Source: an optimization exercise on an open RTL-to-GDS flow (aim: small area). Production flows keep margins and buffers that such runs may drop.
Only simulation tests tie the RTL to the original design; equivalence was not proved.

$ cat flow/design.v
module seelevel_eval (
    input  wire              is_val,        
    input  wire              is_lvl,        
    input  wire              s_big,         
    input  wire [2:0]        s_lo,          
    input  wire [95:0]       dbit,          
    input  wire [6:0]        dur_count,
    input  wire [12*8-1:0]   frame,         
    input  wire [3:0]        frame_count,
    input  wire [10*8-1:0]   seg,           
    input  wire [3:0]        seg_count,
    input  wire [7:0]        cal_valid,
    input  wire [8*16-1:0]   cal_ref,       
    output wire              dec_ok,        
    output wire [12*8-1:0]   dec_bytes,     
    output wire [2:0]        fail_code,     
    output wire [10*8-1:0]   seg_out,       
    output wire [9:0]        seg_wr,        
    output wire [3:0]        seg_n,         
    output wire              lvl_fault,     
    output wire [14:0]       lvl_m,         
    output wire [15:0]       lvl_den
);
    integer i, j;
    genvar gj, gi;
    generate
        for (gj = 0; gj < 12; gj = gj + 1) begin : g_byte
            for (gi = 0; gi < 8; gi = gi + 1) begin : g_bit
                assign dec_bytes[8*gj + 7 - gi] = dbit[8*gj + gi];
            end
        end
    endgenerate
    assign dec_ok = (dur_count == 7'd96);
    wire [12*8-1:0] vb = is_val ? frame : dec_bytes;
    wire v_len_ok = is_val ? (frame_count == 4'd12) : dec_ok;
    wire [9:0] nff;
    generate
        for (gj = 0; gj < 10; gj = gj + 1) begin : g_nff
            assign nff[gj] = ~&vb[8*(gj+2) +: 8];
        end
    endgenerate
    reg  [9:0] keep;
    reg  [3:0] sn;
    always @* begin
        keep[9] = nff[9];
        for (i = 8; i >= 0; i = i - 1)
            keep[i] = keep[i+1] | nff[i];
        sn = 4'd0;
        for (i = 0; i < 10; i = i + 1)
            if (nff[i]) sn = i[3:0] + 4'd1;
    end
    assign seg_n  = sn;
    assign seg_wr = keep;
    wire quirk = keep[1] & (vb[31:24] == 8'd0);
    assign seg_out = {vb[95:24], quirk ? 8'd0 : vb[23:16]};
    wire [3:0] n = is_lvl ? seg_count : sn;
    reg  [9:0] msk;
    reg  [7:0] sm [0:9];
    reg  [11:0] s_all;
    always @* begin
        s_all = 12'd0;
        for (i = 0; i < 10; i = i + 1) begin
            msk[i] = is_lvl ? (i < seg_count) : keep[i];
            sm[i]  = (is_lvl ? seg[8*i +: 8] : seg_out[8*i +: 8]) & {8{msk[i]}};
            s_all  = s_all + {4'd0, sm[i]};
        end
    end
    wire [7:0] cs = s_all[7:0] + (quirk ? vb[23:16] : 8'd0) - 8'd2;
    assign fail_code = !v_len_ok               ? 3'd2 :
                       (vb[7:4] != 4'h9)       ? 3'd3 :
                       (cs != vb[15:8])        ? 3'd4 : 3'd0;
    reg [9:0] nz, first;
    reg [3:0] ls;
    reg [7:0] seg_ls;
    reg       seen;
    always @* begin
        seen   = 1'b0;
        ls     = 4'd0;
        seg_ls = 8'd0;
        for (i = 0; i < 10; i = i + 1) begin
            nz[i]    = |sm[i];
            first[i] = nz[i] & ~seen;
            seen     = seen | nz[i];
            if (first[i]) ls = i[3:0];
            seg_ls   = seg_ls | (sm[i] & {8{first[i]}});
        end
    end
    wire found = seen;
    wire [11:0] s_above = s_all - {4'd0, seg_ls};
    wire [3:0]  k       = n - 4'd1 - ls;
    wire        k0      = (k == 4'd0);
    wire        cal_present = !s_big && cal_valid[s_lo];
    wire [15:0] ref_val     = cal_ref[16*s_lo +: 16];
    wire [3:0]  kk   = (cal_present | k0) ? 4'd1 : k;
    wire [14:0] prod = kk * s_all;
    wire [11:0] ymul = k0 ? 12'd255 : s_above;
    wire [15:0] dmul = ymul * n;
    wire clamp = !cal_present && !k0 && ({1'b0, prod} > dmul);
    assign lvl_fault = found && (cal_present ? (ref_val == 16'd0)
                                             : (!k0 && s_above == 12'd0));
    assign lvl_m     = !found ? 15'd0 : clamp ? 15'd1 : prod;
    assign lvl_den   = (!found || clamp) ? 16'd1 : cal_present ? ref_val : dmul;
endmodule
module seelevel (
    input  wire        clk,
    input  wire        rst,
    input  wire        rx,
    output wire        tx,
    output wire        irq,
    input  wire        bus_en,
    input  wire        bus_we,
    input  wire [11:0] bus_addr,
    input  wire [31:0] bus_wdata,
    output wire [31:0] bus_rdata
);
    localparam [2:0] PH_IDLE     = 3'd0;
    localparam [2:0] PH_SEL_OFF  = 3'd1;
    localparam [2:0] PH_SEL_ON   = 3'd2;
    localparam [2:0] PH_CAP_HIGH = 3'd3;
    localparam [2:0] PH_CAP_LOW  = 3'd4;
    localparam [2:0] PH_EVAL     = 3'd5;
    localparam [1:0] C_DEC = 2'd0;    
    localparam [1:0] C_VAL = 2'd1;    
    localparam [1:0] C_LVL = 2'd2;    
    localparam [1:0] C_SEL = 2'd3;    
    genvar g;
    integer i;
    reg         ctrl_to_en, ctrl_ie, ctrl_tx;
    reg         st_done, st_ign;
    reg  [2:0]  st_result;
    reg  [2:0]  phase;
    reg         sync1, sync2;
    reg  [31:0] us;
    reg  [31:0] el;                  
    reg  [15:0] timeout_us, sel_off_us, sel_on_us;
    reg         lv_neg;              
    reg  [14:0] lv_m;                
    reg  [15:0] lv_den;
    reg  [31:0] cnt_noresp, cnt_pre, cnt_cs;
    reg  [6:0]  dur_count;
    reg  [3:0]  frame_count, seg_count;
    reg  [7:0]  cal_valid;
    reg  [8*16-1:0]  cal_ref;
    reg  [12*8-1:0]  frame_q;
    reg  [10*8-1:0]  seg_q;
    reg  [96*16-1:0] dur_q;
    reg  [7:0]  sel_rem;             
    reg  [1:0]  cop;                 
    reg         s_big;               
    reg  [2:0]  s_lo;                
    wire busy = (phase != PH_IDLE);
    wire rx_s = sync2;
    assign tx  = ctrl_tx;
    assign irq = st_done & ctrl_ie;
    wire [9:0] w  = bus_addr[11:2];
    wire       wr = bus_en & bus_we;
    wire lo_page  = (w[9:4] == 6'h00);
    wire is_cal   = (w[9:3] == 7'h02);
    wire is_frame = (w[9:4] == 6'h02) && (w[3:0] < 4'd12);
    wire is_seg   = (w[9:4] == 6'h03) && (w[3:0] < 4'd10);
    wire is_dur   = (w[9:6] == 4'b0001) || (w[9:5] == 5'b00100);
    wire [6:0] dur_idx = {w[7], w[5:0]};
    wire [15:0] wsel;                
    generate
        for (g = 0; g < 16; g = g + 1) begin : g_wsel
            assign wsel[g] = lo_page && (w[3:0] == g);
        end
    endgenerate
    wire is_rw_idle = wsel[0] | wsel[3] | wsel[4] | wsel[5] | wsel[11] |
                      wsel[12] | wsel[13] | is_cal | is_frame | is_seg | is_dur;
    wire hw = wr & ~busy;
    wire       cmd_wr  = wr & wsel[1];
    wire [3:0] cmd_op  = bus_wdata[3:0];
    wire       op_run  = ~cmd_op[3] & (cmd_op[2:0] != 3'd0) & (cmd_op[2:0] != 3'd7);
    wire       cmd_clrcnt = cmd_wr & ~busy & (cmd_op == 4'd7);
    wire       cmd_start  = cmd_wr & ~busy & op_run;
    wire       set_ign    = (cmd_wr & cmd_op[3]) | (cmd_wr & busy & op_run) |
                            (cmd_wr & busy & (cmd_op == 4'd7)) |
                            (wr & busy & is_rw_idle);
    wire [15:0] wd16 = bus_wdata[15:0] & {16{~rst}};
    wire        use_int = busy & ~rst;
    wire [15:0] lim = (phase == PH_SEL_OFF) ? sel_off_us :
                      (phase == PH_SEL_ON)  ? sel_on_us  : timeout_us;
    wire        ge  = (el[15:0] >= lim);
    wire [15:0] dur_meas = (|el[31:16]) ? 16'hFFFF : el[15:0];
    wire in_soff = (phase == PH_SEL_OFF);
    wire in_son  = (phase == PH_SEL_ON);
    wire in_ch   = (phase == PH_CAP_HIGH);
    wire in_cl   = (phase == PH_CAP_LOW);
    wire in_eval = (phase == PH_EVAL);
    wire sel_more = (sel_rem != 8'd0);
    wire cap_store = in_cl & rx_s;
    wire [95:0] dbit;
    generate
        for (g = 0; g < 96; g = g + 1) begin : g_dbit
            assign dbit[g] = (dur_q[16*g +: 16] > 16'd26);
        end
    endgenerate
    wire            ev_dec_ok;
    wire [12*8-1:0] ev_dec_bytes;
    wire [2:0]      ev_fail;
    wire [10*8-1:0] ev_seg;
    wire [9:0]      ev_seg_wr;
    wire [3:0]      ev_seg_n;
    wire            ev_lvl_fault;
    wire [14:0]     ev_m;
    wire [15:0]     ev_den;
    seelevel_eval u_eval (
        .is_val      (cop == C_VAL),
        .is_lvl      (cop == C_LVL),
        .s_big       (s_big),
        .s_lo        (s_lo),
        .dbit        (dbit),
        .dur_count   (dur_count),
        .frame       (frame_q),
        .frame_count (frame_count),
        .seg         (seg_q),
        .seg_count   (seg_count),
        .cal_valid   (cal_valid),
        .cal_ref     (cal_ref),
        .dec_ok      (ev_dec_ok),
        .dec_bytes   (ev_dec_bytes),
        .fail_code   (ev_fail),
        .seg_out     (ev_seg),
        .seg_wr      (ev_seg_wr),
        .seg_n       (ev_seg_n),
        .lvl_fault   (ev_lvl_fault),
        .lvl_m       (ev_m),
        .lvl_den     (ev_den)
    );
    wire is_lvl    = (cop == C_LVL);
    wire frame_op  = (cop == C_DEC);
    wire ev_failed = in_eval & ~is_lvl & (ev_fail != 3'd0);
    wire ev_passed = in_eval & (is_lvl | (ev_fail == 3'd0));
    wire seg_commit = ev_passed & ~is_lvl;
    wire frame_commit = in_eval & frame_op & ev_dec_ok;
    wire [6:0]  dur_widx = busy ? dur_count : dur_idx;
    wire        dur_we   = busy ? cap_store : (hw & is_dur);
    wire [15:0] dur_wd   = use_int ? dur_meas : wd16;
    generate
        for (g = 0; g < 96; g = g + 1) begin : g_dur
            always @(posedge clk)
                if (rst | (dur_we & (dur_widx == g)))
                    dur_q[16*g +: 16] <= dur_wd;
        end
    endgenerate
    generate
        for (g = 0; g < 12; g = g + 1) begin : g_frame
            always @(posedge clk)
                if (rst | frame_commit | (hw & is_frame & (w[3:0] == g)))
                    frame_q[8*g +: 8] <= use_int ? ev_dec_bytes[8*g +: 8] : wd16[7:0];
        end
    endgenerate
    generate
        for (g = 0; g < 10; g = g + 1) begin : g_seg
            always @(posedge clk)
                if (rst | (seg_commit & ev_seg_wr[g]) | (hw & is_seg & (w[3:0] == g)))
                    seg_q[8*g +: 8] <= use_int ? ev_seg[8*g +: 8] : wd16[7:0];
        end
    endgenerate
    generate
        for (g = 0; g < 8; g = g + 1) begin : g_cal
            always @(posedge clk)
                if (rst | (hw & is_cal & (w[2:0] == g))) begin
                    cal_valid[g]          <= bus_wdata[31] & ~rst;
                    cal_ref[16*g +: 16]   <= wd16;
                end
        end
    endgenerate
    wire [31:0] cnt_src = (ev_fail == 3'd2) ? cnt_noresp :
                          (ev_fail == 3'd3) ? cnt_pre : cnt_cs;
    wire        cnt_sat = &cnt_src;
    wire        cnt_clr = rst | cmd_clrcnt;
    wire [31:0] cnt_wd  = (cnt_src + 32'd1) & {32{~cnt_clr}};
    wire        cnt_inc = ev_failed & ~cnt_sat;
    always @(posedge clk) begin
        if (cnt_clr | (cnt_inc & (ev_fail == 3'd2))) cnt_noresp <= cnt_wd;
        if (cnt_clr | (cnt_inc & (ev_fail == 3'd3))) cnt_pre    <= cnt_wd;
        if (cnt_clr | (cnt_inc & (ev_fail == 3'd4))) cnt_cs     <= cnt_wd;
    end
    always @(posedge clk) begin
        if (rst | ev_failed | ev_passed)
            lv_neg <= rst | ev_failed | ev_lvl_fault;
        if (~rst & ev_passed & ~ev_lvl_fault) begin
            lv_m   <= ev_m;
            lv_den <= ev_den;
        end
    end
    always @(posedge clk) begin
        if (~busy) begin
            s_big <= |bus_wdata[15:11];
            s_lo  <= bus_wdata[10:8];
            cop   <= (cmd_op[2:0] == 3'd5) ? C_VAL :
                     (cmd_op[2:0] == 3'd6) ? C_LVL :
                     (cmd_op[2:0] == 3'd2) ? C_SEL : C_DEC;
        end
        if (~busy | (in_son & ge))
            sel_rem <= busy ? sel_rem - 8'd1 : bus_wdata[15:8];
    end
    wire el_load = ~busy | in_eval |
                   ((in_soff | in_son) & ge) |
                   (in_ch & ~rx_s) | (in_cl & rx_s) |
                   ((in_ch | in_cl) & ctrl_to_en & ge);
    always @(posedge clk)
        el <= el_load ? 32'd1 : el + 32'd1;
    always @(posedge clk) begin
        if (rst) begin
            ctrl_to_en  <= 1'b1;
            ctrl_ie     <= 1'b0;
            ctrl_tx     <= 1'b0;
            st_done     <= 1'b0;
            st_ign      <= 1'b0;
            st_result   <= 3'd0;
            phase       <= PH_IDLE;
            sync1       <= 1'b1;
            sync2       <= 1'b1;
            us          <= 32'd0;
            timeout_us  <= 16'd10000;
            sel_off_us  <= 16'd0;
            sel_on_us   <= 16'd0;
            dur_count   <= 7'd0;
            frame_count <= 4'd0;
            seg_count   <= 4'd0;
        end else begin
            sync1 <= rx;
            sync2 <= sync1;
            us    <= us + 32'd1;
            if (wr && wsel[2]) begin
                if (bus_wdata[1]) st_done <= 1'b0;
                if (bus_wdata[2]) st_ign  <= 1'b0;
            end
            if (set_ign)
                st_ign <= 1'b1;
            if (hw) begin
                if (wsel[0]) begin
                    ctrl_to_en <= bus_wdata[0];
                    ctrl_ie    <= bus_wdata[1];
                    ctrl_tx    <= bus_wdata[2];
                end
                if (wsel[3])  timeout_us  <= bus_wdata[15:0];
                if (wsel[4])  sel_off_us  <= bus_wdata[15:0];
                if (wsel[5])  sel_on_us   <= bus_wdata[15:0];
                if (wsel[11]) dur_count   <= bus_wdata[6:0];
                if (wsel[12]) frame_count <= bus_wdata[3:0];
                if (wsel[13]) seg_count   <= (bus_wdata[3:0] > 4'd10) ? 4'd10 : bus_wdata[3:0];
            end
            if (cmd_start) begin
                st_done <= 1'b0;
                case (cmd_op[2:0])
                    3'd1, 3'd2: begin
                        ctrl_tx <= 1'b0;
                        phase   <= PH_SEL_OFF;
                    end
                    3'd3: begin
                        dur_count <= 7'd0;
                        phase     <= PH_CAP_HIGH;
                    end
                    default:
                        phase <= PH_EVAL;
                endcase
            end
            case (phase)
                PH_SEL_OFF: begin
                    if (ge) begin
                        ctrl_tx <= 1'b1;
                        phase   <= PH_SEL_ON;
                    end
                end
                PH_SEL_ON: begin
                    if (ge) begin
                        if (sel_more) begin
                            ctrl_tx <= 1'b0;
                            phase   <= PH_SEL_OFF;
                        end else if (cop == C_DEC) begin
                            dur_count <= 7'd0;
                            phase     <= PH_CAP_HIGH;
                        end else begin
                            st_result <= 3'd0;
                            st_done   <= 1'b1;
                            phase     <= PH_IDLE;
                        end
                    end
                end
                PH_CAP_HIGH: begin
                    if (!rx_s)
                        phase <= PH_CAP_LOW;
                    else if (ctrl_to_en && ge)
                        phase <= PH_EVAL;
                end
                PH_CAP_LOW: begin
                    if (rx_s) begin
                        dur_count <= dur_count + 7'd1;
                        phase     <= (dur_count == 7'd95) ? PH_EVAL : PH_CAP_HIGH;
                    end else if (ctrl_to_en && ge) begin
                        phase <= PH_EVAL;
                    end
                end
                PH_EVAL: begin
                    if (frame_op)
                        frame_count <= ev_dec_ok ? 4'd12 : 4'd0;
                    if (ev_failed) begin
                        seg_count <= 4'd0;
                        st_result <= ev_fail;
                    end else begin
                        if (!is_lvl)
                            seg_count <= ev_seg_n;
                        st_result <= ev_lvl_fault ? 3'd5 : 3'd1;
                    end
                    st_done <= 1'b1;
                    phase   <= PH_IDLE;
                end
                default: ;
            endcase
        end
    end
    wire [31:0] num_rd = lv_neg ? 32'hFFFFFFFF : (32'd100 * lv_m);
    wire [31:0] den_rd = {16'd0, lv_den[15:1] & {15{~lv_neg}}, lv_den[0] | lv_neg};
    wire [31:0] status_word = {14'd0, ctrl_tx, rx_s, 5'd0, phase, 1'b0,
                               st_result, 1'b0, st_ign, st_done, busy};
    reg [31:0] rd_lo;
    reg [15:0] rd_dur;
    reg [7:0]  rd_byte;
    reg [16:0] rd_cal;
    always @* begin
        rd_lo = ({32{wsel[0]}}  & {29'd0, ctrl_tx, ctrl_ie, ctrl_to_en}) |
                ({32{wsel[2]}}  & status_word) |
                ({32{wsel[3]}}  & {16'd0, timeout_us}) |
                ({32{wsel[4]}}  & {16'd0, sel_off_us}) |
                ({32{wsel[5]}}  & {16'd0, sel_on_us}) |
                ({32{wsel[6]}}  & num_rd) |
                ({32{wsel[7]}}  & den_rd) |
                ({32{wsel[8]}}  & cnt_noresp) |
                ({32{wsel[9]}}  & cnt_pre) |
                ({32{wsel[10]}} & cnt_cs) |
                ({32{wsel[11]}} & {25'd0, dur_count}) |
                ({32{wsel[12]}} & {28'd0, frame_count}) |
                ({32{wsel[13]}} & {28'd0, seg_count}) |
                ({32{wsel[14]}} & us);
        rd_cal = 17'd0;
        for (i = 0; i < 8; i = i + 1)
            rd_cal = rd_cal | ({17{is_cal && w[2:0] == i}} &
                               {cal_valid[i], cal_ref[16*i +: 16]});
        rd_byte = 8'd0;
        for (i = 0; i < 12; i = i + 1)
            rd_byte = rd_byte | ({8{is_frame && w[3:0] == i}} & frame_q[8*i +: 8]);
        for (i = 0; i < 10; i = i + 1)
            rd_byte = rd_byte | ({8{is_seg && w[3:0] == i}} & seg_q[8*i +: 8]);
        rd_dur = 16'd0;
        for (i = 0; i < 96; i = i + 1)
            rd_dur = rd_dur | ({16{is_dur && dur_idx == i}} & dur_q[16*i +: 16]);
    end
    assign bus_rdata = rd_lo |
                       {rd_cal[16], 15'd0, rd_cal[15:0]} |
                       {24'd0, rd_byte} |
                       {16'd0, rd_dur};
endmodule
$ cat flow/run.sh
#!/bin/bash
# synth_recipe.tcl (not shown) runs the flow's synth.tcl, then flattens the netlist and writes it again
# the make line also repeats each setting of config.mk as NAME=value (left out here)
make -C /OpenROAD-flow-scripts/flow DESIGN_CONFIG=/design/flow/config.mk WORK_HOME=/design/flow/orfs CLKGATE_MAP_FILE= SYNTH_SCRIPT=/design/flow/synth_recipe.tcl finish
$ cat flow/config.mk
export PLATFORM = sky130hd
export DESIGN_NAME = seelevel
export DESIGN_NICKNAME = seelevel
export VERILOG_FILES = /design/flow/design.v
export SDC_FILE = /design/flow/constraint.sdc
export NUM_CORES = 4
export LEC_CHECK = 0
export CAP_MARGIN = 20
export CORE_MARGIN = 2
export CORE_UTILIZATION = 40
export SLEW_MARGIN = 20
$ cat flow/constraint.sdc
create_clock -name core_clock -period 50.0 [get_ports {clk}]
set_input_delay 10.0000 -clock core_clock [delete_from_list [all_inputs] [get_ports {clk}]]
set_output_delay 10.0000 -clock core_clock [all_outputs]
set_load 0.01 [all_outputs]
==> notes.md <==
----------------------------------------------------
[Job]
  Max_cap viols ... 0

[CTS]
  Buffer count from post-CTS setup fixing ... 0
  Sink count of the clock tree ... 2130
  Number of clock buffers inserted by TritonCTS ... 229
  Count of cells resized by post-cts repair ... 0
  Deepest clock path buffer count ... 3
  CTS root buffer ... sky130_fd_sc_hd__clkbuf_16
  CTS tree ... yes
  Hold bufs inserted after CTS ... 0
  Clock latency on the worst-skew pair ... 990 ps
  H-tree depth ... 4
  Clock edge transition at the registers on the reported setup and hold paths ... 60 ps

[Timing]
  Worst slew margin ... 4.98%
  Count of final setup violators ... 0
  TNS Setup ... 0 ps
  Count of endpoints failing hold in the final timing report ... 0
  Worst Clk Skew ... just under 100 ps
  Max-slew violation count ... 0
  Fmax ... 36.4 MHz
  Part of the cycle the worst path needs ... 54.9%
  Fin Hold WS ... between 400 and 500 ps
  Unrepaired setup endpoints after global routing ... no
  Clock period minus final worst setup slack ... 27450 ps
  Slew of the pin with the lowest slew margin ... 1410 ps

[Final layout]
  Proportion of layout cells with a drive suffix above 1 ... around 13%
  Final design instance area without fill ... 0.115 mm2
  Utilization of the core after routing ... 46.6%
  Nets ... 8601
  Area overhead of the layout relative to synthesis ... 15.7%

[Place]
  Placer congestion estimate ... about 1.2
  Hpwl dp ... 498000 um
  Dpl cell area ... 0.106 mm2
  Port Buffers ... 65

[Global route]
  Initial antenna violation count ... 90
  Pin count of the biggest net entering global routing ... 97
  Total congestion overflow ... 0
  Number of global-route vias before repair ... 77.8k
  Global Route Usage Sum ... ~51%
  First-pass GRT wire length ... 828000 um

[Hold path]
  Hold crit path type ... reg -> reg

[Yosys]
  Post-synth design cell area ... around 0.099 mm2
  Share of synthesized registers carrying an async set or reset ... 0%
  Unique masters post-synth ... 93
  Primary FF master, synth ... sky130_fd_sc_hd__edfxtp_1
  Count of warnings emitted by yosys ... 3
  Synthesis-stage register bit count ... approximately 2.1k
  Portion of the post-synthesis area used by sequential elements ... 63.1%
  Synthesized area divided by synthesized cell count ... 12.5 um2
  Mapped Nets ... roughly 8.3k
  Post-Synthesis Cells ... 7931
  Post-synth EDFFs ... 1990

[Floorplanning]
  Std cell rows ... 182
  Area of the die ... 0.252 mm2
  Starting density of the core ... about two fifths
  Die extent in y ... about 500 um
  Chip Width ... between 500 and 600 um
  Core ar. ... 0.246 mm2
  Ports placed on the boundary ... between 80 and 90

[Critical path]
  Crit-path max FO ... 33
  Worst Path Arrival ... 17450 ps
  Launching element type of the critical path ... primary input
  Worst Path Class, Setup ... in -> out
  Crit end category ... primary output
  Crit path required time ... approximately 40000 ps

[Drt]
  Post-detailed-route count of antenna-violating nets ... 0
  Average wire per cell in the routed design ... 55.4 um
  Initial detailed-routing violation count ... 17.6k
  Via count ... 86.8k
  Residual DRC ... 0
  Per-cell via count in the routed design ... 7.33
  Total detailed-routing wirelength ... 656000 um
  Number of search-and-repair iterations in the first detailed-routing pass ... 10

[Run status]
  Result of the run ... complete, no violations

----------------------------------------------------
cells in the mapped netlist (38+ instances only):
library cell               instances  area [um2]
sky130_fd_sc_hd__a221oi_1        249        2180
sky130_fd_sc_hd__o22ai_1          77         482
sky130_fd_sc_hd__a22o_1          227        1990
sky130_fd_sc_hd__nand4_1         204        1280
sky130_fd_sc_hd__nand2_1         842        3160
sky130_fd_sc_hd__ha_1            170        2130
sky130_fd_sc_hd__a22oi_1         476        3570
sky130_fd_sc_hd__or3_1            39         244
sky130_fd_sc_hd__inv_1           214         803
sky130_fd_sc_hd__fa_1            109        2180
sky130_fd_sc_hd__nand2b_1         46         288
sky130_fd_sc_hd__a222oi_1         50         500
sky130_fd_sc_hd__nand3_1         191         956
sky130_fd_sc_hd__nor2b_1          51         319
sky130_fd_sc_hd__nor4_1          280        1750
sky130_fd_sc_hd__edfxtp_1       1990       59800
sky130_fd_sc_hd__xnor2_1          72         631
sky130_fd_sc_hd__clkbuf_1        313        1170
sky130_fd_sc_hd__and3_1           45         282
sky130_fd_sc_hd__a21oi_1         331        1660
sky130_fd_sc_hd__nor3_1          233        1170
sky130_fd_sc_hd__o21ai_0         408        2040
sky130_fd_sc_hd__dfxtp_1         140        2800
sky130_fd_sc_hd__mux2i_1          71         711
sky130_fd_sc_hd__a21o_1           38         285
sky130_fd_sc_hd__xor2_1           83         727
sky130_fd_sc_hd__nor2_1          532        2000
cell families after synthesis:
logic type	share of synthesized area, %
fa+ha+maj	4.35
xor+xnor	1.37
buf+inv	2.34
flops	63.1
compound gates	14.6
mux	1.64
simple gates	12.6
flip-flops by register name, summed over array words and instances (netlist names), 2 cells and up:
name         flops
lv_m            15
cnt_pre         32
phase            3
dur_count        7
el              32
st_result        3
frame_count      4
dur_q         1536
lv_den          16
cnt_cs          32
cop              2
seg_count        4
cal_ref        128
timeout_us      16
cnt_noresp      32
sel_on_us       16
s_lo             3
seg_q           80
cal_valid        8
frame_q         96
sel_off_us      16
us              32
sel_rem          8
critical path, stage by stage:
cell and delay (ps):
sky130_fd_sc_hd__clkdlybuf4s50_1 700, sky130_fd_sc_hd__nor2b_1 250, sky130_fd_sc_hd__mux2i_1 200, sky130_fd_sc_hd__or3_4 620, sky130_fd_sc_hd__buf_4 680, sky130_fd_sc_hd__or3_1 530
sky130_fd_sc_hd__nor2_1 300, sky130_fd_sc_hd__buf_4 320, sky130_fd_sc_hd__a221oi_1 600, sky130_fd_sc_hd__nand3_1 440, sky130_fd_sc_hd__nor4_1 1150, sky130_fd_sc_hd__nand4_1 190
sky130_fd_sc_hd__nor4_1 330, sky130_fd_sc_hd__nand3_1 350, sky130_fd_sc_hd__clkdlybuf4s50_1 630
routing by layer:
layer / GRT usage [%] / part of all wire (%) / vias to the layer above
li1: - / - / 32100
met5: 1.20 / 0.069 / -
met4: 50.8 / 13 / 38
met3: 22.5 / 14 / 2445
met1: 56.3 / 32 / 43900
met2: 72.9 / 41 / 8372
cell usage in the layout (no fill, tap or decap), types with 34 or more instances in the layout:
| master | n |
|---|---|
| sky130_fd_sc_hd__edfxtp_1 | 1990 |
| sky130_fd_sc_hd__nand2_1 | 799 |
| sky130_fd_sc_hd__nor2_1 | 510 |
| sky130_fd_sc_hd__a22oi_1 | 474 |
| sky130_fd_sc_hd__o21ai_0 | 399 |
| sky130_fd_sc_hd__buf_4 | 393 |
| sky130_fd_sc_hd__a21oi_1 | 328 |
| sky130_fd_sc_hd__nor4_1 | 245 |
| sky130_fd_sc_hd__a221oi_1 | 241 |
| sky130_fd_sc_hd__clkbuf_16 | 231 |
| sky130_fd_sc_hd__a22o_1 | 227 |
| sky130_fd_sc_hd__inv_1 | 213 |
| sky130_fd_sc_hd__nand4_1 | 204 |
| sky130_fd_sc_hd__nand3_1 | 188 |
| sky130_fd_sc_hd__ha_1 | 170 |
| sky130_fd_sc_hd__nor3_1 | 159 |
| sky130_fd_sc_hd__dfxtp_1 | 140 |
| sky130_fd_sc_hd__fa_1 | 109 |
| sky130_fd_sc_hd__xor2_1 | 83 |
| sky130_fd_sc_hd__o22ai_1 | 76 |
| sky130_fd_sc_hd__nor3_2 | 74 |
| sky130_fd_sc_hd__mux2i_1 | 71 |
| sky130_fd_sc_hd__xnor2_1 | 69 |
| sky130_fd_sc_hd__diode_2 | 67 |
| sky130_fd_sc_hd__clkdlybuf4s50_1 | 64 |
| sky130_fd_sc_hd__clkinv_2 | 53 |
| sky130_fd_sc_hd__a222oi_1 | 50 |
| sky130_fd_sc_hd__clkinv_1 | 50 |
| sky130_fd_sc_hd__nor2b_1 | 49 |
| sky130_fd_sc_hd__nand2b_1 | 45 |
| sky130_fd_sc_hd__and3_1 | 45 |
| sky130_fd_sc_hd__or3_1 | 38 |
| sky130_fd_sc_hd__clkbuf_1 | 38 |
| sky130_fd_sc_hd__o21ai_1 | 37 |
| sky130_fd_sc_hd__a21o_1 | 37 |
| sky130_fd_sc_hd__and2_1 | 37 |
| sky130_fd_sc_hd__mux4_2 | 34 |
path summary, 6_finish.rpt:
kind                    start  slack [ps]            to  cells past startpoint
setup / recovery  bus_addr[7]       22550  bus_rdata[2]                     15
hold / removal          sync1         420         sync2                      1
setup reg to reg       cop[1]       32760     lv_den[8]                     43
hold reg to reg         sync1         420         sync2                      1
final cells by class:
type	instances	area, um2
multi-input cells	5215	35500
fillers	22300	132000
well taps	3312	4140
repair buffers	483	3870
diodes	67	168
clock inverters	151	1580
inverters	214	805
clock buffers	275	6010
flip-flops and latches	2130	62600
through the flow:
step | std cells | setup WS [ps]
final | 11800 | 22550
after global routing | 11800 | 23100
after CTS | 11800 | 23130
after detailed placement | 11300 | 23160
after global placement | 11300 | 23170
after floorplan | 7931 | 27500

==> static timing again, ports no longer ideal <==
No port has a modelled driver above. Below, the same layout with a new extraction and two added sets of constraints.
Step 1 sets driving cells, clkbuf_16 on the clock port and buf_2 on the other inputs (assumed; they add their load-dependent delay and slew).
Step 2 moves the port delays by t, midway between the first and last clock arrival at a register: inputs arrive t later, outputs are due t later. That takes back most of the time a late clock gives input paths.
Three values: ideal, step 1, step 2; two values: the first two.
shift t [ns]: 1.041
slack for setup (ns): 22.554 / 22.527 / 22.527
worst setup path at the end: input to output
worst register clock-pin slew, ns: 0.07 / 0.07
cell pins on the clock port's net: 1
After both steps this run still meets setup and hold. For this run, drivers alone change the setup slack by -0.027 ns; drivers and shift together by -0.027 ns.
